Source: an optimization exercise on an open RTL-to-GDS flow (aim: small area, a short achievable clock period and few clock cycles). Production flows keep margins and buffers that such runs may drop.
Only simulation tests tie the RTL to the original design; equivalence was not proved.

### design/flow/design.v
module fadd_p1 (
    input  wire [31:0] a,
    input  wire [31:0] b,
    output wire        sign,      
    output wire [7:0]  ex,        
    output wire [23:0] mx,
    output wire [23:0] mz,
    output wire [4:0]  d,         
    output wire        sub,
    output wire [1:0]  spc,       
    output wire        spc_s
);
    wire a_max = &a[30:23], b_max = &b[30:23];
    wire a_nan = a_max && (a[22:0] != 0);
    wire b_nan = b_max && (b[22:0] != 0);
    wire a_inf = a_max && (a[22:0] == 0);
    wire b_inf = b_max && (b[22:0] == 0);
    wire an = a[30:23] != 0, bn = b[30:23] != 0;
    wire [7:0] ea = {a[30:24], a[23] | ~an};
    wire [7:0] eb = {b[30:24], b[23] | ~bn};
    wire [8:0] dab = {1'b0, ea} - {1'b0, eb};
    wire [8:0] dba = {1'b0, eb} - {1'b0, ea};
    wire swap = b[30:0] > a[30:0];
    wire [7:0] dd = swap ? dba[7:0] : dab[7:0];
    assign d    = (dd > 8'd27) ? 5'd27 : dd[4:0];
    assign mx   = swap ? {bn, b[22:0]} : {an, a[22:0]};
    assign mz   = swap ? {an, a[22:0]} : {bn, b[22:0]};
    assign ex   = swap ? eb : ea;
    assign sign = swap ? b[31] : a[31];
    assign sub  = a[31] ^ b[31];
    assign spc   = (a_nan || b_nan || (a_inf && b_inf && (a[31] != b[31]))) ? 2'd1 :
                   (a_inf || b_inf) ? 2'd2 : 2'd0;
    assign spc_s = a_inf ? a[31] : b[31];
endmodule
module fadd_p2 (
    input  wire [23:0] mx,
    input  wire [23:0] mz,
    input  wire [4:0]  d,
    input  wire        sub,
    output wire [27:0] r
);
    wire [50:0] zw  = {mz, 27'd0} >> d;
    wire        zst = |zw[23:0];
    wire [27:0] zs  = {1'b0, zw[50:25], zw[24] | zst};
    assign r = {1'b0, mx, 3'b000} + (zs ^ {28{sub}}) + {27'd0, sub};
endmodule
module clz28 (input wire [27:0] v, output reg [4:0] n);
    integer i;
    always @(*) begin
        n = 5'd28;
        for (i = 0; i < 28; i = i + 1)
            if (v[i]) n = 5'd27 - i[4:0];
    end
endmodule
module fadd_p3 (
    input  wire        sign,
    input  wire [7:0]  ex,
    input  wire [27:0] r,
    input  wire        sub,
    input  wire [1:0]  spc,
    input  wire        spc_s,
    output reg  [31:0] y
);
    wire [4:0]  lz;
    clz28 u_lz (.v(r), .n(lz));
    wire [4:0]  s   = ({3'd0, lz} > ex) ? ex[4:0] : lz;    
    wire [27:0] sig = r << s;
    wire [8:0]  e   = {1'b0, ex} + 9'd1 - {4'd0, s};
    wire        rnd = sig[3] & ((|sig[2:0]) | sig[4]);
    wire [30:0] pk  = {(sig[27] ? e[7:0] : 8'd0), sig[26:4]} + {30'd0, rnd};
    wire        ovf = sig[27] && (e >= 9'd255);
    always @(*) begin
        if (spc == 2'd1)      y = 32'h7FC00000;
        else if (spc == 2'd2) y = {spc_s, 8'hFF, 23'd0};
        else if (r == 28'd0)  y = {sign & ~sub, 31'd0};
        else if (ovf)         y = {sign, 8'hFF, 23'd0};
        else                  y = {sign, pk};
    end
endmodule
module fadd (input wire [31:0] a, input wire [31:0] b, output wire [31:0] y);
    wire s, sub, ss; wire [7:0] ex; wire [23:0] mx, mz; wire [4:0] d; wire [27:0] r; wire [1:0] spc;
    fadd_p1 u1 (.a(a), .b(b), .sign(s), .ex(ex), .mx(mx), .mz(mz), .d(d), .sub(sub), .spc(spc), .spc_s(ss));
    fadd_p2 u2 (.mx(mx), .mz(mz), .d(d), .sub(sub), .r(r));
    fadd_p3 u3 (.sign(s), .ex(ex), .r(r), .sub(sub), .spc(spc), .spc_s(ss), .y(y));
endmodule
module clz24 (input wire [23:0] v, output reg [4:0] n);
    integer i;
    always @(*) begin
        n = 5'd24;
        for (i = 0; i < 24; i = i + 1)
            if (v[i]) n = 5'd23 - i[4:0];
    end
endmodule
module ctz24 (input wire [23:0] v, output reg [4:0] n);
    integer i;
    always @(*) begin
        n = 5'd24;
        for (i = 23; i >= 0; i = i - 1)
            if (v[i]) n = i[4:0];
    end
endmodule
module fmul_p1 (
    input  wire [31:0] a,
    input  wire [31:0] b,
    output wire [47:0] p,
    output wire signed [10:0] k,      
    output wire signed [10:0] l0,     
    output wire        st0,           
    output wire        st1,           
    output wire        sign,
    output wire [1:0]  spc            
);
    wire a_max = &a[30:23], b_max = &b[30:23];
    wire a_nan  = a_max && (a[22:0] != 0);
    wire b_nan  = b_max && (b[22:0] != 0);
    wire a_inf  = a_max && (a[22:0] == 0);
    wire b_inf  = b_max && (b[22:0] == 0);
    wire a_zero = (a[30:0] == 0);
    wire b_zero = (b[30:0] == 0);
    assign sign = a[31] ^ b[31];
    wire an = a[30:23] != 0, bn = b[30:23] != 0;
    wire [23:0] ma = {an, a[22:0]};
    wire [23:0] mb = {bn, b[22:0]};
    assign p = ma * mb;
    assign k = $signed({3'd0, a[30:24], a[23] | ~an}) + $signed({3'd0, b[30:24], b[23] | ~bn}) - 11'sd126;
    wire [4:0] lza, lzb, tza, tzb;
    clz24 u_la (.v(ma), .n(lza));
    clz24 u_lb (.v(mb), .n(lzb));
    ctz24 u_ta (.v(ma), .n(tza));
    ctz24 u_tb (.v(mb), .n(tzb));
    wire signed [10:0] lzs = $signed({5'd0, {1'b0, lza} + {1'b0, lzb}});
    wire signed [10:0] km1 = k - 11'sd1;
    assign l0 = (km1 < lzs) ? km1 : lzs;
    wire signed [11:0] tz = $signed({6'd0, {1'b0, tza} + {1'b0, tzb}});
    assign st0 = tz < (12'sd23 - {l0[10], l0});
    assign st1 = tz < (12'sd22 - {l0[10], l0});
    assign spc = (a_nan || b_nan || (a_inf && b_zero) || (b_inf && a_zero)) ? 2'd1 :
                 (a_inf || b_inf) ? 2'd2 :
                 (a_zero || b_zero) ? 2'd3 : 2'd0;
endmodule
module fmul_p2 (
    input  wire [47:0] p,
    input  wire signed [10:0] k,
    input  wire signed [10:0] l0,
    input  wire        st0,
    input  wire        st1,
    input  wire        sign,
    input  wire [1:0]  spc,
    output reg  [31:0] y
);
    wire        rsh = l0[10];
    wire [10:0] nl  = -l0;
    wire [4:0]  rs  = (nl > 11'd26) ? 5'd26 : nl[4:0];
    wire [47:0] sh0 = rsh ? (p >> rs) : (p << l0[5:0]);
    wire signed [10:0] km1 = k - 11'sd1;
    wire        adj = !rsh && !sh0[47] && (l0 != km1);
    wire [47:0] sh  = adj ? {sh0[46:0], 1'b0} : sh0;
    wire        st  = adj ? st1 : st0;
    wire        rnd = sh[23] & (st | sh[24]);
    wire signed [11:0] e = {k[10], k} - {l0[10], l0} - {11'd0, adj};
    wire [30:0] pk  = {(sh[47] ? e[7:0] : 8'd0), sh[46:24]} + {30'd0, rnd};
    wire        ovf = sh[47] && (e >= 12'sd255);
    always @(*) begin
        if (spc == 2'd1)      y = 32'h7FC00000;
        else if (spc == 2'd2) y = {sign, 8'hFF, 23'd0};
        else if (spc == 2'd3) y = {sign, 31'd0};
        else if (ovf)         y = {sign, 8'hFF, 23'd0};
        else                  y = {sign, pk};
    end
endmodule
module fmul (input wire [31:0] a, input wire [31:0] b, output wire [31:0] y);
    wire [47:0] p; wire signed [10:0] k, l0; wire st0, st1, s; wire [1:0] spc;
    fmul_p1 u1 (.a(a), .b(b), .p(p), .k(k), .l0(l0), .st0(st0), .st1(st1), .sign(s), .spc(spc));
    fmul_p2 u2 (.p(p), .k(k), .l0(l0), .st0(st0), .st1(st1), .sign(s), .spc(spc), .y(y));
endmodule
module fdiv_pre (
    input  wire [31:0] a,
    input  wire [31:0] b,
    output wire [27:0] ws,         
    output wire [23:0] nb,         
    output wire signed [10:0] e,   
    output wire        sign,
    output wire [1:0]  spc         
);
    wire a_max = &a[30:23], b_max = &b[30:23];
    wire a_nan  = a_max && (a[22:0] != 0);
    wire b_nan  = b_max && (b[22:0] != 0);
    wire a_inf  = a_max && (a[22:0] == 0);
    wire b_inf  = b_max && (b[22:0] == 0);
    wire a_zero = (a[30:0] == 0);
    wire b_zero = (b[30:0] == 0);
    assign sign = a[31] ^ b[31];
    wire an = a[30:23] != 0, bn = b[30:23] != 0;
    wire [23:0] ma = {an, a[22:0]};
    wire [23:0] mb = {bn, b[22:0]};
    wire [4:0] lza, lzb;
    clz24 u_la (.v(ma), .n(lza));
    clz24 u_lb (.v(mb), .n(lzb));
    wire [23:0] na = ma << lza;
    assign nb = mb << lzb;
    assign ws = {4'd0, na};
    assign e = $signed({3'd0, a[30:24], a[23] | ~an}) - $signed({6'd0, lza})
             - $signed({3'd0, b[30:24], b[23] | ~bn}) + $signed({6'd0, lzb}) + 11'sd127;
    assign spc = (a_nan || b_nan || (a_inf && b_inf) || (a_zero && b_zero)) ? 2'd1 :
                 (a_inf || b_zero) ? 2'd2 :
                 (a_zero || b_inf) ? 2'd3 : 2'd0;
endmodule
module fdiv_iter #(parameter N = 1, parameter W = 1) (
    input  wire [27:0] ws_i,
    input  wire [27:0] wc_i,
    input  wire [23:0] nb,
    input  wire [W-1:0] q_i,        
    input  wire [W-1:0] qm_i,       
    output wire [27:0] ws_o,
    output wire [27:0] wc_o,
    output wire [W+N-1:0] q_o,
    output wire [W+N-1:0] qm_o
);
    wire [27:0] d2 = {3'd0, nb, 1'b0};
    wire [27:0] ws [0:N];
    wire [27:0] wc [0:N];
    wire [W+N-1:0] q  [0:N];
    wire [W+N-1:0] qm [0:N];
    assign ws[0] = ws_i;
    assign wc[0] = wc_i;
    assign q[0]  = {{N{1'b0}}, q_i};
    assign qm[0] = {{N{1'b0}}, qm_i};
    genvar j;
    generate
        for (j = 0; j < N; j = j + 1) begin : row
            wire [27:0] s2 = {ws[j][26:0], 1'b0};
            wire [27:0] c2 = {wc[j][26:0], 1'b0};
            wire [3:0]  y  = s2[27:24] + c2[27:24];
            wire        pos = !y[3];                     
            wire        neg = y[3] && (y != 4'b1111);    
            wire [27:0] m  = pos ? ~d2 : (neg ? d2 : 28'd0);
            wire [27:0] mj = (s2 & c2) | (s2 & m) | (c2 & m);
            assign ws[j+1] = s2 ^ c2 ^ m;
            assign wc[j+1] = {mj[26:0], pos};
            assign q[j+1]  = pos ? {q[j][W+N-2:0], 1'b1} : (neg ? {qm[j][W+N-2:0], 1'b1} : {q[j][W+N-2:0], 1'b0});
            assign qm[j+1] = pos ? {q[j][W+N-2:0], 1'b0} : (neg ? {qm[j][W+N-2:0], 1'b0} : {qm[j][W+N-2:0], 1'b1});
        end
    endgenerate
    assign ws_o = ws[N];
    assign wc_o = wc[N];
    assign q_o  = q[N];
    assign qm_o = qm[N];
endmodule
module fdiv_post (
    input  wire [27:0] ws,
    input  wire [27:0] wc,
    input  wire [23:0] nb,
    input  wire [25:0] qq,
    input  wire [25:0] qm,
    input  wire signed [10:0] e,
    input  wire        sign,
    input  wire [1:0]  spc,
    output reg  [31:0] y
);
    wire [27:0] d2  = {3'd0, nb, 1'b0};
    wire [27:0] w   = ws + wc;
    wire        neg = w[27];
    wire        z0  = (ws ^ wc) == {ws[26:0] | wc[26:0], 1'b0};
    wire [27:0] ts  = ws ^ wc ^ d2;
    wire [27:0] tm  = (ws & wc) | (ws & d2) | (wc & d2);
    wire [27:0] tc  = {tm[26:0], 1'b0};
    wire        z1  = (ts ^ tc) == {ts[26:0] | tc[26:0], 1'b0};
    wire        rnz = neg ? !z1 : !z0;
    wire [25:0] q   = neg ? qm : qq;
    wire [26:0] sig = q[25] ? {q, 1'b0} : {q[24:0], 2'b00};
    wire signed [10:0] ef = q[25] ? e : e - 11'sd1;
    wire signed [10:0] sh = 11'sd1 - ef;
    wire        den = !sh[10] && (sh != 11'sd0);
    wire [4:0]  rs  = (sh > 11'sd26) ? 5'd27 : sh[4:0];
    wire [53:0] dw  = {sig, 27'd0} >> (den ? rs : 5'd0);
    wire [26:0] sg  = dw[53:27];
    wire        st  = rnz | (|dw[26:0]);
    wire        rnd = sg[2] & (sg[1] | sg[0] | st | sg[3]);
    wire [30:0] pk  = {(sg[26] ? ef[7:0] : 8'd0), sg[25:3]} + {30'd0, rnd};
    wire        ovf = sg[26] && (ef >= 11'sd255);
    always @(*) begin
        if (spc == 2'd1)      y = 32'h7FC00000;
        else if (spc == 2'd2) y = {sign, 8'hFF, 23'd0};
        else if (spc == 2'd3) y = {sign, 31'd0};
        else if (ovf)         y = {sign, 8'hFF, 23'd0};
        else                  y = {sign, pk};
    end
endmodule
module fdiv (input wire [31:0] a, input wire [31:0] b, output wire [31:0] y);
    wire [27:0] ws0, ws1, wc1; wire [23:0] nb; wire signed [10:0] e; wire s; wire [1:0] spc;
    wire [26:0] qq, qm;
    fdiv_pre  u1 (.a(a), .b(b), .ws(ws0), .nb(nb), .e(e), .sign(s), .spc(spc));
    fdiv_iter #(26, 1) u2 (.ws_i(ws0), .wc_i(28'd0), .nb(nb), .q_i(1'b0), .qm_i(1'b1), .ws_o(ws1), .wc_o(wc1), .q_o(qq), .qm_o(qm));
    fdiv_post u3 (.ws(ws1), .wc(wc1), .nb(nb), .qq(qq[25:0]), .qm(qm[25:0]), .e(e), .sign(s), .spc(spc), .y(y));
endmodule
module pipe #(parameter W = 1, parameter N = 1) (
    input  wire         clk,
    input  wire [W-1:0] d,
    output wire [W-1:0] q
);
    reg [W*N-1:0] sr;
    generate
        if (N == 1) begin : one
            always @(posedge clk) sr <= d;
        end else begin : many
            always @(posedge clk) sr <= {sr[W*(N-1)-1:0], d};
        end
    endgenerate
    assign q = sr[W*N-1 -: W];
endmodule
module fp_lt (
    input  wire [31:0] a,
    input  wire [31:0] b,
    output wire        y
);
    wire a_nan = (&a[30:23]) && (a[22:0] != 0);
    wire b_nan = (&b[30:23]) && (b[22:0] != 0);
    wire [31:0] ka = a[31] ? ~a : (a | 32'h80000000);
    wire [31:0] kb = b[31] ? ~b : (b | 32'h80000000);
    wire both_zero = (a[30:0] == 0) && (b[30:0] == 0);
    assign y = !a_nan && !b_nan && !both_zero && (ka < kb);
endmodule
module fp_clamp (
    input  wire [31:0] x,
    input  wire [31:0] l,
    output wire [31:0] y
);
    wire gt, lt;
    wire [31:0] nl = {~l[31], l[30:0]};
    fp_lt u_gt (.a(l), .b(x), .y(gt));
    fp_lt u_lt (.a(x), .b(nl), .y(lt));
    assign y = gt ? l : (lt ? nl : x);
endmodule
module pid_engine (
    input  wire        clk,
    input  wire        rst,           
    input  wire        in_valid,
    output wire        in_ready,
    input  wire [31:0] in_word,       
    input  wire [31:0] in_a,          
    input  wire [31:0] in_b,          
    input  wire [31:0] in_c,          
    input  wire [31:0] in_d,          
    input  wire [31:0] in_e,          
    input  wire [31:0] in_f,          
    output reg         out_valid,
    output reg  [1:0]  out_status,    
    output reg  [31:0] out_result     
);
    localparam N = 7;
    localparam [1:0] ST_OK = 2'd0, ST_FAULT = 2'd2, ST_HALTED = 2'd3;
    localparam [3:0] C_ILLEGAL_OP = 4'd1, C_BAD_ID = 4'd2, C_PARAMS_UNINIT = 4'd4,
                     C_NAN_OPERAND = 4'd5, C_DT_NONPOSITIVE = 4'd6, C_NAN_RESULT = 4'd8;
    localparam L = 20;                
    function is_nan(input [31:0] x);
        is_nan = (x[30:23] == 8'hFF) && (x[22:0] != 23'd0);
    endfunction
    function [31:0] sat_limit(input [31:0] x);
        sat_limit = (x[31] && (x[30:0] != 31'd0)) ? 32'd0 : x;
    endfunction
    function [31:0] sel7(input [N:1] oh, input [32*N-1:0] w);
        integer j;
        begin
            sel7 = 32'd0;
            for (j = 1; j <= N; j = j + 1)
                sel7 = sel7 | (w[32*(j-1) +: 32] & {32{oh[j]}});
        end
    endfunction
    reg [31:0] kp   [1:N];
    reg [31:0] ki   [1:N];
    reg [31:0] kd   [1:N];
    reg [31:0] ilim [1:N];
    reg [31:0] olim [1:N];
    reg [31:0] sthr [1:N];
    reg [N:1]  sep_en;
    reg [N:1]  dmeas;
    reg [N:1]  pvalid;
    reg [31:0] integ  [1:N];
    reg [31:0] lerr   [1:N];
    reg [31:0] lfb    [1:N];
    reg [N:1]  zl;                    
    reg [N:1]  zi;                    
    reg        halt;
    wire [32*N-1:0] f_kp, f_ki, f_kd, f_ilim, f_olim, f_sthr, f_integ, f_lerr, f_lfb;
    genvar g;
    generate
        for (g = 1; g <= N; g = g + 1) begin : flat
            assign f_kp[32*(g-1) +: 32]    = kp[g];
            assign f_ki[32*(g-1) +: 32]    = ki[g];
            assign f_kd[32*(g-1) +: 32]    = kd[g];
            assign f_ilim[32*(g-1) +: 32]  = ilim[g];
            assign f_olim[32*(g-1) +: 32]  = olim[g];
            assign f_sthr[32*(g-1) +: 32]  = sthr[g];
            assign f_integ[32*(g-1) +: 32] = integ[g];
            assign f_lerr[32*(g-1) +: 32]  = lerr[g];
            assign f_lfb[32*(g-1) +: 32]   = lfb[g];
        end
    endgenerate
    reg        b_v;
    reg [31:0] b_a, b_b, b_c, b_d, b_e, b_f;
    reg        b_pid, b_prst, b_wrp, b_idok, b_aux0, b_aux1;
    reg [N:1]  b_oh;
    reg        b_pnan, b_wnan, b_dtle0;
    reg        hz;                    
    wire [7:0]  i_opc = in_word[31:24];
    wire [7:0]  i_id  = in_word[23:16];
    wire [15:0] i_aux = in_word[15:0];
    wire        i_pid  = (i_opc == 8'h20) && (i_aux == 16'd0);
    wire        i_prst = (i_opc == 8'h21) && (i_aux == 16'd0);
    wire        i_wrp  = (i_opc == 8'h40) && (i_aux[15:2] == 14'd0);
    wire        i_idok = (i_id >= 8'd1) && (i_id <= N);
    wire [N:1]  i_oh;
    generate
        for (g = 1; g <= N; g = g + 1) begin : dec
            assign i_oh[g] = (i_id == g);
        end
    endgenerate
    wire        i_pnan = is_nan(in_a) || is_nan(in_b) || is_nan(in_c);
    wire        i_wnan = is_nan(in_d) || is_nan(in_e) || is_nan(in_f);
    wire issue    = b_v && !hz;
    assign in_ready = !b_v || !hz;
    wire accept   = in_valid && in_ready;
    reg  [3:0] cause;
    always @(*) begin
        cause = 4'd0;
        if (!(b_pid || b_prst || b_wrp))
            cause = C_ILLEGAL_OP;
        else if (!b_idok)
            cause = C_BAD_ID;
        else if (b_pid && !(|(pvalid & b_oh)))
            cause = C_PARAMS_UNINIT;
        else if ((b_pid && b_pnan) || (b_wrp && (b_pnan || b_wnan)))
            cause = C_NAN_OPERAND;
        else if (b_pid && b_dtle0)
            cause = C_DT_NONPOSITIVE;
    end
    reg [L:2]  sv;                    
    reg [L:2]  sisp;                  
    reg [9:2]  spid;                  
    reg [9:2]  skill;                 
    reg [N:1]  soh  [2:9];            
    reg [3:0]  scz  [2:L];            
    wire        b_pidok = b_pid && b_idok;
    wire        do_wrp  = issue && b_wrp && b_idok;
    wire        do_prst = issue && b_prst && b_idok;
    integer k;
    reg [N:1] hA, hW, hP;
    always @(*) begin
        hA = (issue && b_pidok) ? b_oh : {N{1'b0}};
        for (k = 2; k <= 3; k = k + 1)
            if (sv[k] && spid[k]) hA = hA | soh[k];
        hW = hA;
        if (sv[4] && spid[4]) hW = hW | soh[4];
        hP = hW;
        if (sv[5] && spid[5]) hP = hP | soh[5];
    end
    wire n_pid  = accept ? i_pid  : b_pid;
    wire n_prst = accept ? i_prst : b_prst;
    wire n_wrp  = accept ? i_wrp  : b_wrp;
    wire [N:1] n_oh = accept ? i_oh : b_oh;
    wire hz_n = (n_pid && |(hA & n_oh)) || (n_wrp && |(hW & n_oh)) || (n_prst && |(hP & n_oh));
    always @(posedge clk) begin
        if (rst) begin
            b_v <= 1'b0;
            hz  <= 1'b0;
        end else begin
            b_v <= accept || (b_v && !issue);
            hz  <= hz_n;
        end
        if (accept) begin
            b_a <= in_a; b_b <= in_b; b_c <= in_c; b_d <= in_d; b_e <= in_e; b_f <= in_f;
            b_pid <= i_pid; b_prst <= i_prst; b_wrp <= i_wrp; b_idok <= i_idok;
            b_aux0 <= i_aux[0]; b_aux1 <= i_aux[1]; b_oh <= i_oh;
            b_pnan <= i_pnan; b_wnan <= i_wnan;
            b_dtle0 <= (in_c[30:0] == 31'd0) || in_c[31];
        end
    end
    always @(posedge clk) begin
        if (rst) sv <= 0;
        else     sv <= {sv[L-1:2], issue};
        sisp <= {sisp[L-1:2], b_pid};
        spid <= {spid[8:2], b_pidok};
        soh[2] <= b_oh;
        for (k = 3; k <= 9; k = k + 1) soh[k] <= soh[k-1];
        scz[2] <= cause;
        for (k = 3; k <= L; k = k + 1) scz[k] <= scz[k-1];
        skill[2] <= 1'b0;
        for (k = 3; k <= 9; k = k + 1)
            skill[k] <= skill[k-1] || (do_prst && |(soh[k-1] & b_oh));
    end
    wire        e1_s, e1_sub, e1_ss; wire [7:0] e1_ex; wire [23:0] e1_mx, e1_mz;
    wire [4:0]  e1_d; wire [1:0] e1_spc; wire [27:0] e1_r;
    fadd_p1 u_e1 (.a(b_a), .b({~b_b[31], b_b[30:0]}), .sign(e1_s), .ex(e1_ex), .mx(e1_mx),
                  .mz(e1_mz), .d(e1_d), .sub(e1_sub), .spc(e1_spc), .spc_s(e1_ss));
    fadd_p2 u_e2 (.mx(e1_mx), .mz(e1_mz), .d(e1_d), .sub(e1_sub), .r(e1_r));
    reg         c2_s, c2_sub, c2_ss; reg [7:0] c2_ex; reg [27:0] c2_r; reg [1:0] c2_spc;
    reg  [31:0] c2_fb, c2_dt;
    always @(posedge clk) begin
        c2_s <= e1_s; c2_sub <= e1_sub; c2_ss <= e1_ss; c2_ex <= e1_ex; c2_r <= e1_r; c2_spc <= e1_spc;
        c2_fb <= b_b; c2_dt <= b_c;
    end
    wire [31:0] err2;
    fadd_p3 u_e3 (.sign(c2_s), .ex(c2_ex), .r(c2_r), .sub(c2_sub), .spc(c2_spc), .spc_s(c2_ss), .y(err2));
    wire        z2 = |(zl & soh[2]);
    reg  [31:0] c3_err, c3_fb, c3_dt, c3_lerr, c3_kp, c3_sthr, c3_na, c3_nb;
    reg         c3_sp;
    wire [31:0] lerr2 = z2 ? 32'd0 : sel7(soh[2], f_lerr);
    wire [31:0] lfb2  = z2 ? 32'd0 : sel7(soh[2], f_lfb);
    wire        dm2   = |(dmeas & soh[2]);
    always @(posedge clk) begin
        c3_err <= err2; c3_fb <= c2_fb; c3_dt <= c2_dt;
        c3_lerr <= lerr2;
        c3_kp   <= sel7(soh[2], f_kp);
        c3_sthr <= sel7(soh[2], f_sthr);
        c3_sp   <= |(sep_en & soh[2]);
        c3_na   <= dm2 ? lfb2 : err2;
        c3_nb   <= dm2 ? {~c2_fb[31], c2_fb[30:0]} : {~lerr2[31], lerr2[30:0]};
    end
    wire        s3_s, s3_sub, s3_ss; wire [7:0] s3_ex; wire [23:0] s3_mx, s3_mz;
    wire [4:0]  s3_d; wire [1:0] s3_spc; wire [27:0] s3_r;
    fadd_p1 u_s1 (.a(c3_err), .b(c3_lerr), .sign(s3_s), .ex(s3_ex), .mx(s3_mx),
                  .mz(s3_mz), .d(s3_d), .sub(s3_sub), .spc(s3_spc), .spc_s(s3_ss));
    fadd_p2 u_s2 (.mx(s3_mx), .mz(s3_mz), .d(s3_d), .sub(s3_sub), .r(s3_r));
    wire        n3_s, n3_sub, n3_ss; wire [7:0] n3_ex; wire [23:0] n3_mx, n3_mz;
    wire [4:0]  n3_d; wire [1:0] n3_spc; wire [27:0] n3_r;
    fadd_p1 u_n1 (.a(c3_na), .b(c3_nb), .sign(n3_s), .ex(n3_ex), .mx(n3_mx),
                  .mz(n3_mz), .d(n3_d), .sub(n3_sub), .spc(n3_spc), .spc_s(n3_ss));
    fadd_p2 u_n2 (.mx(n3_mx), .mz(n3_mz), .d(n3_d), .sub(n3_sub), .r(n3_r));
    wire [47:0] m13_p; wire signed [10:0] m13_k, m13_l0; wire m13_st0, m13_st1, m13_s; wire [1:0] m13_spc;
    fmul_p1 u_m11 (.a(c3_kp), .b(c3_err), .p(m13_p), .k(m13_k), .l0(m13_l0), .st0(m13_st0),
                   .st1(m13_st1), .sign(m13_s), .spc(m13_spc));
    wire sep_lt3;
    fp_lt u_sep (.a({1'b0, c3_err[30:0]}), .b(c3_sthr), .y(sep_lt3));
    wire sep3 = !c3_sp || sep_lt3;
    reg         c4_ss_, c4_ssub, c4_sss; reg [7:0] c4_sex; reg [27:0] c4_sr; reg [1:0] c4_sspc;
    reg         c4_ns, c4_nsub, c4_nss; reg [7:0] c4_nex; reg [27:0] c4_nr; reg [1:0] c4_nspc;
    reg  [47:0] c4_mp; reg signed [10:0] c4_mk, c4_ml0; reg c4_mst0, c4_mst1, c4_ms; reg [1:0] c4_mspc;
    reg         c4_sep; reg [31:0] c4_dt;
    always @(posedge clk) begin
        c4_ss_ <= s3_s; c4_ssub <= s3_sub; c4_sss <= s3_ss; c4_sex <= s3_ex; c4_sr <= s3_r; c4_sspc <= s3_spc;
        c4_ns <= n3_s; c4_nsub <= n3_sub; c4_nss <= n3_ss; c4_nex <= n3_ex; c4_nr <= n3_r; c4_nspc <= n3_spc;
        c4_mp <= m13_p; c4_mk <= m13_k; c4_ml0 <= m13_l0; c4_mst0 <= m13_st0; c4_mst1 <= m13_st1;
        c4_ms <= m13_s; c4_mspc <= m13_spc;
        c4_sep <= sep3; c4_dt <= c3_dt;
    end
    wire en_l;    
    pipe #(1, L-3) p_en (.clk(clk), .d(is_nan(c3_err)), .q(en_l));
    wire [31:0] sum4, dn4, m14;
    fadd_p3 u_s3 (.sign(c4_ss_), .ex(c4_sex), .r(c4_sr), .sub(c4_ssub), .spc(c4_sspc), .spc_s(c4_sss), .y(sum4));
    fadd_p3 u_n3 (.sign(c4_ns), .ex(c4_nex), .r(c4_nr), .sub(c4_nsub), .spc(c4_nspc), .spc_s(c4_nss), .y(dn4));
    fmul_p2 u_m12 (.p(c4_mp), .k(c4_mk), .l0(c4_ml0), .st0(c4_mst0), .st1(c4_mst1), .sign(c4_ms),
                   .spc(c4_mspc), .y(m14));
    wire [23:0] hm4 = {sum4[23], sum4[22:0]};
    wire [31:0] hsub4 = {sum4[31], 8'd0, hm4[23:1]} + {31'd0, hm4[0] & hm4[1]};
    wire [31:0] half4 = (sum4[30:24] != 7'd0) ? ((&sum4[30:23]) ? sum4 : {sum4[31], sum4[30:23] - 8'd1, sum4[22:0]})
                                               : hsub4;
    reg  [31:0] c5_half, c5_dn, c5_dt; reg c5_sep;
    always @(posedge clk) begin
        c5_half <= half4; c5_dn <= dn4; c5_dt <= c4_dt; c5_sep <= c4_sep;
    end
    wire [31:0] m1_12;    
    pipe #(32, 8) p_m1 (.clk(clk), .d(m14), .q(m1_12));
    wire [47:0] x5_p; wire signed [10:0] x5_k, x5_l0; wire x5_st0, x5_st1, x5_s; wire [1:0] x5_spc;
    fmul_p1 u_x1 (.a(c5_half), .b(c5_dt), .p(x5_p), .k(x5_k), .l0(x5_l0), .st0(x5_st0),
                  .st1(x5_st1), .sign(x5_s), .spc(x5_spc));
    wire [27:0] dv5_ws; wire [23:0] dv5_nb; wire signed [10:0] dv5_e; wire dv5_s; wire [1:0] dv5_spc;
    fdiv_pre u_dpre (.a(c5_dn), .b(c5_dt), .ws(dv5_ws), .nb(dv5_nb), .e(dv5_e), .sign(dv5_s), .spc(dv5_spc));
    reg  [47:0] c6_xp; reg signed [10:0] c6_xk, c6_xl0; reg c6_xst0, c6_xst1, c6_xs; reg [1:0] c6_xspc;
    reg         c6_sep;
    always @(posedge clk) begin
        c6_xp <= x5_p; c6_xk <= x5_k; c6_xl0 <= x5_l0; c6_xst0 <= x5_st0; c6_xst1 <= x5_st1;
        c6_xs <= x5_s; c6_xspc <= x5_spc; c6_sep <= c5_sep;
    end
    reg  [27:0] dws [6:15];
    reg  [27:0] dwc [6:15];
    reg  [23:0] dnb [6:15];
    reg  signed [10:0] de [6:15];
    reg         ds  [6:15];
    reg  [1:0]  dspc [6:15];
    reg  [25:0] dq  [6:15];
    reg  [25:0] dqm [6:15];
    always @(posedge clk) begin
        dws[6] <= dv5_ws; dwc[6] <= 28'd0; dnb[6] <= dv5_nb; de[6] <= dv5_e; ds[6] <= dv5_s;
        dspc[6] <= dv5_spc; dq[6] <= 26'd0; dqm[6] <= 26'd0;
    end
    generate
        for (g = 6; g <= 14; g = g + 1) begin : dstage
            localparam NR = (g == 14) ? 2 : 3;
            wire [27:0] ws_o, wc_o; wire [25+NR:0] q_o, qm_o;
            fdiv_iter #(NR, 26) u_it (.ws_i(dws[g]), .wc_i(dwc[g]), .nb(dnb[g]), .q_i(dq[g]), .qm_i(dqm[g]),
                                      .ws_o(ws_o), .wc_o(wc_o), .q_o(q_o), .qm_o(qm_o));
            always @(posedge clk) begin
                dws[g+1] <= ws_o; dwc[g+1] <= wc_o; dnb[g+1] <= dnb[g]; de[g+1] <= de[g];
                ds[g+1] <= ds[g]; dspc[g+1] <= dspc[g]; dq[g+1] <= q_o[25:0]; dqm[g+1] <= qm_o[25:0];
            end
        end
    endgenerate
    wire [31:0] der15;
    fdiv_post u_dpost (.ws(dws[15]), .wc(dwc[15]), .nb(dnb[15]), .qq(dq[15]), .qm(dqm[15]),
                       .e(de[15]), .sign(ds[15]), .spc(dspc[15]), .y(der15));
    wire [31:0] x6;
    fmul_p2 u_x2 (.p(c6_xp), .k(c6_xk), .l0(c6_xl0), .st0(c6_xst0), .st1(c6_xst1), .sign(c6_xs),
                  .spc(c6_xspc), .y(x6));
    reg  [31:0] c7_x, c7_int; reg c7_sep;
    always @(posedge clk) begin
        c7_x <= x6; c7_sep <= c6_sep;
        c7_int <= (|(zi & soh[6])) ? 32'd0 : sel7(soh[6], f_integ);
    end
    wire [31:0] ilim9, ki10, kd16, olim20;
    pipe #(32, 3)  p_il (.clk(clk), .d(sel7(soh[6], f_ilim)), .q(ilim9));
    pipe #(32, 4)  p_ki (.clk(clk), .d(sel7(soh[6], f_ki)),   .q(ki10));
    pipe #(32, 10) p_kd (.clk(clk), .d(sel7(soh[6], f_kd)),   .q(kd16));
    pipe #(32, 14) p_ol (.clk(clk), .d(sel7(soh[6], f_olim)), .q(olim20));
    wire [31:0] inc7 = c7_sep ? c7_x : 32'h80000000;
    wire        a7_s, a7_sub, a7_ss; wire [7:0] a7_ex; wire [23:0] a7_mx, a7_mz;
    wire [4:0]  a7_d; wire [1:0] a7_spc; wire [27:0] a7_r;
    fadd_p1 u_a1 (.a(c7_int), .b(inc7), .sign(a7_s), .ex(a7_ex), .mx(a7_mx),
                  .mz(a7_mz), .d(a7_d), .sub(a7_sub), .spc(a7_spc), .spc_s(a7_ss));
    fadd_p2 u_a2 (.mx(a7_mx), .mz(a7_mz), .d(a7_d), .sub(a7_sub), .r(a7_r));
    reg         c8_s, c8_sub, c8_ss; reg [7:0] c8_ex; reg [27:0] c8_r; reg [1:0] c8_spc;
    always @(posedge clk) begin
        c8_s <= a7_s; c8_sub <= a7_sub; c8_ss <= a7_ss; c8_ex <= a7_ex; c8_r <= a7_r; c8_spc <= a7_spc;
    end
    wire [31:0] acc8;
    fadd_p3 u_a3 (.sign(c8_s), .ex(c8_ex), .r(c8_r), .sub(c8_sub), .spc(c8_spc), .spc_s(c8_ss), .y(acc8));
    reg  [31:0] c9_acc;
    always @(posedge clk) c9_acc <= acc8;
    wire [31:0] int9;
    fp_clamp u_cli (.x(c9_acc), .l(ilim9), .y(int9));
    reg  [31:0] c10_int;
    always @(posedge clk) c10_int <= int9;
    wire in_l;
    pipe #(1, L-9) p_in (.clk(clk), .d(is_nan(int9)), .q(in_l));
    wire [47:0] m2a_p; wire signed [10:0] m2a_k, m2a_l0; wire m2a_st0, m2a_st1, m2a_s; wire [1:0] m2a_spc;
    fmul_p1 u_m21 (.a(ki10), .b(c10_int), .p(m2a_p), .k(m2a_k), .l0(m2a_l0), .st0(m2a_st0),
                   .st1(m2a_st1), .sign(m2a_s), .spc(m2a_spc));
    reg  [47:0] c11_p; reg signed [10:0] c11_k, c11_l0; reg c11_st0, c11_st1, c11_s; reg [1:0] c11_spc;
    always @(posedge clk) begin
        c11_p <= m2a_p; c11_k <= m2a_k; c11_l0 <= m2a_l0; c11_st0 <= m2a_st0; c11_st1 <= m2a_st1;
        c11_s <= m2a_s; c11_spc <= m2a_spc;
    end
    wire [31:0] m2_11;
    fmul_p2 u_m22 (.p(c11_p), .k(c11_k), .l0(c11_l0), .st0(c11_st0), .st1(c11_st1), .sign(c11_s),
                   .spc(c11_spc), .y(m2_11));
    reg  [31:0] c12_m2;
    always @(posedge clk) c12_m2 <= m2_11;
    wire        t12_s, t12_sub, t12_ss; wire [7:0] t12_ex; wire [23:0] t12_mx, t12_mz;
    wire [4:0]  t12_d; wire [1:0] t12_spc; wire [27:0] t12_r;
    fadd_p1 u_t1 (.a(m1_12), .b(c12_m2), .sign(t12_s), .ex(t12_ex), .mx(t12_mx),
                  .mz(t12_mz), .d(t12_d), .sub(t12_sub), .spc(t12_spc), .spc_s(t12_ss));
    fadd_p2 u_t2 (.mx(t12_mx), .mz(t12_mz), .d(t12_d), .sub(t12_sub), .r(t12_r));
    reg         c13_s, c13_sub, c13_ss; reg [7:0] c13_ex; reg [27:0] c13_r; reg [1:0] c13_spc;
    always @(posedge clk) begin
        c13_s <= t12_s; c13_sub <= t12_sub; c13_ss <= t12_ss; c13_ex <= t12_ex; c13_r <= t12_r; c13_spc <= t12_spc;
    end
    wire [31:0] s1_13, s1_18;
    fadd_p3 u_t3 (.sign(c13_s), .ex(c13_ex), .r(c13_r), .sub(c13_sub), .spc(c13_spc), .spc_s(c13_ss), .y(s1_13));
    pipe #(32, 5) p_s1 (.clk(clk), .d(s1_13), .q(s1_18));
    reg  [31:0] c16_der;
    always @(posedge clk) c16_der <= der15;
    wire [47:0] m3a_p; wire signed [10:0] m3a_k, m3a_l0; wire m3a_st0, m3a_st1, m3a_s; wire [1:0] m3a_spc;
    fmul_p1 u_m31 (.a(kd16), .b(c16_der), .p(m3a_p), .k(m3a_k), .l0(m3a_l0), .st0(m3a_st0),
                   .st1(m3a_st1), .sign(m3a_s), .spc(m3a_spc));
    reg  [47:0] c17_p; reg signed [10:0] c17_k, c17_l0; reg c17_st0, c17_st1, c17_s; reg [1:0] c17_spc;
    always @(posedge clk) begin
        c17_p <= m3a_p; c17_k <= m3a_k; c17_l0 <= m3a_l0; c17_st0 <= m3a_st0; c17_st1 <= m3a_st1;
        c17_s <= m3a_s; c17_spc <= m3a_spc;
    end
    wire [31:0] m3_17;
    fmul_p2 u_m32 (.p(c17_p), .k(c17_k), .l0(c17_l0), .st0(c17_st0), .st1(c17_st1), .sign(c17_s),
                   .spc(c17_spc), .y(m3_17));
    reg  [31:0] c18_m3;
    always @(posedge clk) c18_m3 <= m3_17;
    wire        u18_s, u18_sub, u18_ss; wire [7:0] u18_ex; wire [23:0] u18_mx, u18_mz;
    wire [4:0]  u18_d; wire [1:0] u18_spc; wire [27:0] u18_r;
    fadd_p1 u_u1 (.a(s1_18), .b(c18_m3), .sign(u18_s), .ex(u18_ex), .mx(u18_mx),
                  .mz(u18_mz), .d(u18_d), .sub(u18_sub), .spc(u18_spc), .spc_s(u18_ss));
    fadd_p2 u_u2 (.mx(u18_mx), .mz(u18_mz), .d(u18_d), .sub(u18_sub), .r(u18_r));
    reg         c19_s, c19_sub, c19_ss; reg [7:0] c19_ex; reg [27:0] c19_r; reg [1:0] c19_spc;
    always @(posedge clk) begin
        c19_s <= u18_s; c19_sub <= u18_sub; c19_ss <= u18_ss; c19_ex <= u18_ex; c19_r <= u18_r; c19_spc <= u18_spc;
    end
    wire [31:0] u19;
    fadd_p3 u_u3 (.sign(c19_s), .ex(c19_ex), .r(c19_r), .sub(c19_sub), .spc(c19_spc), .spc_s(c19_ss), .y(u19));
    reg  [31:0] c20_u;
    always @(posedge clk) c20_u <= u19;
    wire [31:0] out20;
    fp_clamp u_clo (.x(c20_u), .l(olim20), .y(out20));
    wire nan20 = en_l || in_l || is_nan(out20);
    wire [3:0] cz20 = scz[L];
    wire       fault20 = (cz20 != 4'd0) || (sisp[L] && nan20);
    wire wr3 = sv[3] && spid[3];
    wire wr9 = sv[9] && spid[9] && !skill[9] && !(do_prst && |(soh[9] & b_oh));
    always @(posedge clk) begin
        for (k = 1; k <= N; k = k + 1) begin
            if (do_wrp && b_oh[k]) begin
                kp[k]     <= b_a;
                ki[k]     <= b_b;
                kd[k]     <= b_c;
                ilim[k]   <= sat_limit(b_d);
                olim[k]   <= sat_limit(b_e);
                sthr[k]   <= b_f;
                sep_en[k] <= b_aux0;
                dmeas[k]  <= b_aux1;
            end
            if (wr3 && soh[3][k]) begin
                lerr[k] <= c3_err;
                lfb[k]  <= c3_fb;
            end
            if (wr9 && soh[9][k])
                integ[k] <= int9;
        end
    end
    always @(posedge clk) begin
        if (rst) begin
            pvalid <= 0;
            zl     <= {N{1'b1}};
            zi     <= {N{1'b1}};
            halt   <= 1'b0;
            out_valid  <= 1'b0;
            out_status <= 2'd0;
            out_result <= 32'd0;
        end else begin
            if (do_wrp) pvalid <= pvalid | b_oh;
            if (wr3) zl <= zl & ~soh[3];
            if (wr9) zi <= zi & ~soh[9];
            if (do_prst) begin
                zl <= (wr3 ? (zl & ~soh[3]) : zl) | b_oh;
                zi <= (wr9 ? (zi & ~soh[9]) : zi) | b_oh;
            end
            out_valid <= sv[L];
            if (sv[L]) begin
                if (halt) begin
                    out_status <= ST_HALTED;
                    out_result <= 32'd0;
                end else if (cz20 != 4'd0) begin
                    out_status <= ST_FAULT;
                    out_result <= {28'd0, cz20};
                end else if (sisp[L] && nan20) begin
                    out_status <= ST_FAULT;
                    out_result <= {28'd0, C_NAN_RESULT};
                end else begin
                    out_status <= ST_OK;
                    out_result <= sisp[L] ? out20 : 32'd0;
                end
                if (fault20) halt <= 1'b1;
            end
        end
    end
endmodule
### design/flow/run.sh
#!/bin/bash
# synth_recipe.tcl (not shown) runs the flow's synth.tcl, then flattens the netlist and writes it again
# the make line also repeats each setting of config.mk as NAME=value (left out here)
make -C /OpenROAD-flow-scripts/flow DESIGN_CONFIG=/design/flow/config.mk WORK_HOME=/design/flow/orfs CLKGATE_MAP_FILE= SYNTH_SCRIPT=/design/flow/synth_recipe.tcl finish
### design/flow/config.mk
export PLATFORM = sky130hd
export DESIGN_NAME = pid_engine
export DESIGN_NICKNAME = pid_engine
export VERILOG_FILES = /design/flow/design.v
export SDC_FILE = /design/flow/constraint.sdc
export NUM_CORES = 4
export LEC_CHECK = 0
export ABC_CLOCK_PERIOD_IN_PS = 7000
export CAP_MARGIN = 20
export CORE_MARGIN = 2
export CORE_UTILIZATION = 45
export SLEW_MARGIN = 20
### design/flow/constraint.sdc
create_clock -name core_clock -period 20.0 [get_ports {clk}]
set_input_delay 4.0000 -clock core_clock [delete_from_list [all_inputs] [get_ports {clk}]]
set_output_delay 4.0000 -clock core_clock [all_outputs]
set_load 0.01 [all_outputs]
==> flow_summary.yaml <==
run_status:
  outcome: "timing/DRC/antenna clean"
floorplanning:
  die_x_um: 904
  start_util_pct: 45.1
  rows: 330
  design.die.area_um2: 817000
  die_h_um: 904
  fp.coreArea_um2: 807000
  io_pins: 263
clock_tree:
  ctsResizeCount: 0
  numClockSinks: 6296
  cts-htree-levels: 6
  clock_latency_ns: 1.14
  cts_hold_buffers: 0
  cts_buffers: 646
  clockBufferDepth: 4
  cts_tree: "built"
  cts-root-buf: "clkbuf_16"
  path_clk_slew_ns: 0.06
  postCtsSetupBuffers: 0
place:
  postPlaceCellArea_um2: 379000
  dp.cells: 45700
  routabilityCongestion: 0.961
  place_ws_ns: 8.90
  io_buffers: 262
  hpwl_mm: 823
critical_path:
  crit_type: "flop to flop"
  cp_slowest_stage_delay_ns: 0.82
  setup.worst_path.end: "c4_sr[24]"
  start_kind: "flop"
  crit_required_ns: 21.06
  worst-path-max-fanout: 45
  worst-r2r-setup-slack_ns: 9.28
  reg2regPathDepth: 35
  cp_common_cell: "a21oi_1"
  worstSetupEndpointType: "flop"
  critPathLaunch: "c3_err[19]"
  r2r_end: "c4_sr[24]"
  critPathSlowestCell: "nand3_1"
  rr_startpoint: "c3_err[19]"
  worstPathArrival_ns: 11.78
global_routing:
  grt_max_degree: 114
  grt_overflow: 0
  track_usage_pct: 26.8
  grt_pass1_vias: 267000
  antenna_found_initial: 72
  grt_pass1_wl_mm: 1690
finish:
  final_area_um2: 401000
  layout-drive-gt1-share_pct: 7.19
  final_cells: 47000
  syn2layout_area_growth_pct: 10.1
  mostFrequentLayoutCell: "nand2_1"
  finalNetCount: 40300
  final_cell_mix: "nand2_1, dfxtp_1, inv_1, fa_1, edfxtp_1"
yosys:
  syn-cell-area_um2: 364000
  synth_compound_area_share_pct: 11.3
  synth_cell_types: 115
  synth-seq-area-share_pct: 40.7
  ys_seq_elements: 6296
  synthAdderAreaFrac_pct: 20.6
  synth_edf_count: 2228
  synth.top_cell.area_share_pct: 22.3
  avgSynthCellArea_um2: 10.2
  syn-num-nets: 40500
  synth_top_cell_by_area: "dfxtp_1"
  synth_flop_cell: "dfxtp_1"
  async_reset_ff_share_pct: 0
  synthTopCellsByArea: "dfxtp_1, edfxtp_1, fa_1, ha_1, nand2_1"
  synthMuxAreaShare_pct: 5.17
  synth_top_family_by_area: "adder cells"
  yosys.area_share.simple_pct: 12.9
  syn_inst: 35900
  synth_xor_area_share_pct: 3.53
  yosys_warnings: 55
timing:
  setup_viol: 0
  fin_crit_ns: 10.72
  rsz0062_at_grt: "no"
  worst-slew-pin-transition_ns: 1.23
  slew_headroom_pct: 17.1
  clock_skew_ns: 0.111
  setup_tns_ns: 0
  finalHoldViolCount: 0
  setup_slack_ns: 9.28
  slew_violations: 0
  fin_crit_sh_pct: 53.6
  max_freq_ghz: 0.0933
drt:
  dr.pass1.iters: 8
  routedWlPerCell_um: 23.8
  met1_length_mm: 469
  drtIter0Drc: 24200
  vias: 265000
  drcViolationCount: 0
  wl_met3_mm: 77.3
  postRouteAntennaNets: 0
  wl_met2_mm: 522
  routed.top_layer: "met5"
  routed_wl_mm: 1120
  vias_per_cell: 5.64
run:
  drv_cap: 0
min_path:
  hold_path.class: "flop to flop"
-- cells by family (layout without fill, tap and decap cells) --
family / after synthesis / count (layout)
multiplexers: 1542 / 1542
buffers and inverters: 5612 / 5884
XOR/XNOR: 1466 / 1466
other: 1 / 53
AO/OA/AOI/OAI: 6320 / 6320
flip-flops: 6296 / 6296
adder cells (fa/ha/maj): 4457 / 4457
AND/OR/NAND/NOR: 10200 / 10200
-- critical path, delay by kind of cell (launching register included) --
family	cells	cell delay, ns
and+or+nand+nor	13	3.73
AOI/OAI and AO/OA	13	2.92
muxes	3	1.12
DFF	1	0.53
buffers and inverters	3	1.29
adders and majority gates	3	0.97
-- synth_stat cells (all sizes together), types with 48 or more instances --
cell type and instances:
nor4 366, nor2b 241, nor3 508, ha 1863
edfxtp 2228, xor2 584, o21ai 1464, a211oi 287
o211ai 130, mux4 229, a22oi 698, o21bai 191
a31oi 271, buf 303, a21boi 58, and3 195
nand2b 180, dfxtp 4068, and2 982, nor2 2147
or4 48, nand3 754, nand2 4126, xnor2 882
o31ai 94, mux2 423, nor3b 51, clkbuf 1461
a21oi 1618, inv 3830, o21a 124, a21o 339
a222oi 304, fa 2591, or3 110, nand4 255
o22ai 134, or2 83, mux2i 890
-- state kept, by name, summed over array words and instances, names as in the netlist, 56 cells and up --
register	flops
p_ol.sr	448
p_kd.sr	320
dws	268
p_m1.sr	256
dnb	240
dwc	226
ilim	224
integ	224
kd	224
ki	224
kp	224
lerr	224
lfb	224
olim	224
sthr	224
p_s1.sr	160
dq	134
dqm	134
p_ki.sr	128
de	110
p_il.sr	96
scz	57
soh	56
-- how the worst min path moves through the flow --
stage	startpoint	end	slack, ns	cells after the start
final	p_m1.sr[123]	p_m1.sr[155]	0.26	0
after global routing	c3_dt[5]	c4_dt[5]	0.29	0
after CTS	c3_dt[5]	c4_dt[5]	0.26	0
after detailed placement	p_ki.sr[85]	p_ki.sr[117]	0.31	0
after global placement	p_kd.sr[37]	p_kd.sr[69]	0.31	0
after floorplan	c2_dt[0]	c3_dt[0]	0.31	0
-- per-layer routing --
layer | global-route usage, % | vias up
met5 | 0 | -
met3 | 4.09 | 1984
li1 | - | 122000
met4 | 10.4 | 22
met1 | 35.6 | 132000
met2 | 44.3 | 9353
-- area by class of cell --
type,instances,area [µm²]
fillers,73300,406000
multi-input cells,24000,196000
flip-flops and latches,6296,148000
clock buffers,898,18300
inverters,3848,14500
well taps,10800,13500
repair buffers,843,7020
clock inverters,295,3910
diodes,52,130
-- per-stage QoR --
step	util, %	hold slack, ns
6_report	49.7	0.256
5_1_grt	49.7	0.288
4_1_cts	49.7	0.263
3_5_place_dp	46.9	0.312
3_3_place_gp	46.9	0.310
2_1_floorplan	-	0.310
Testbench counts, summed over its fixed seeds: cycles 8,792.

## separate check: timing with driven ports
No port has a modelled driver above. Below, the same layout with a new extraction and two added sets of constraints.
Step 1 sets driving cells, clkbuf_16 on the clock port and buf_2 on the other inputs (assumed; they add their load-dependent delay and slew).
Step 2 times the ports against the registers' clock, not the clock port: input delays grow and output delays shrink by t, the midpoint of the rising clock arrivals with the driver on.
Three values: no drivers, after step 1, after step 2; two values: the first two.
t, ns: 1.240
setup WS [ns]: 9.281 / 9.281 / 9.281
worst setup path at the end: register to register
clock arrival spread, ns: 0.127 / 0.127
pins driven straight from the clock port: 1
After both steps this run still meets setup and hold. For this run, drivers alone change the setup slack by 0.000 ns; drivers and shift together by 0.000 ns.
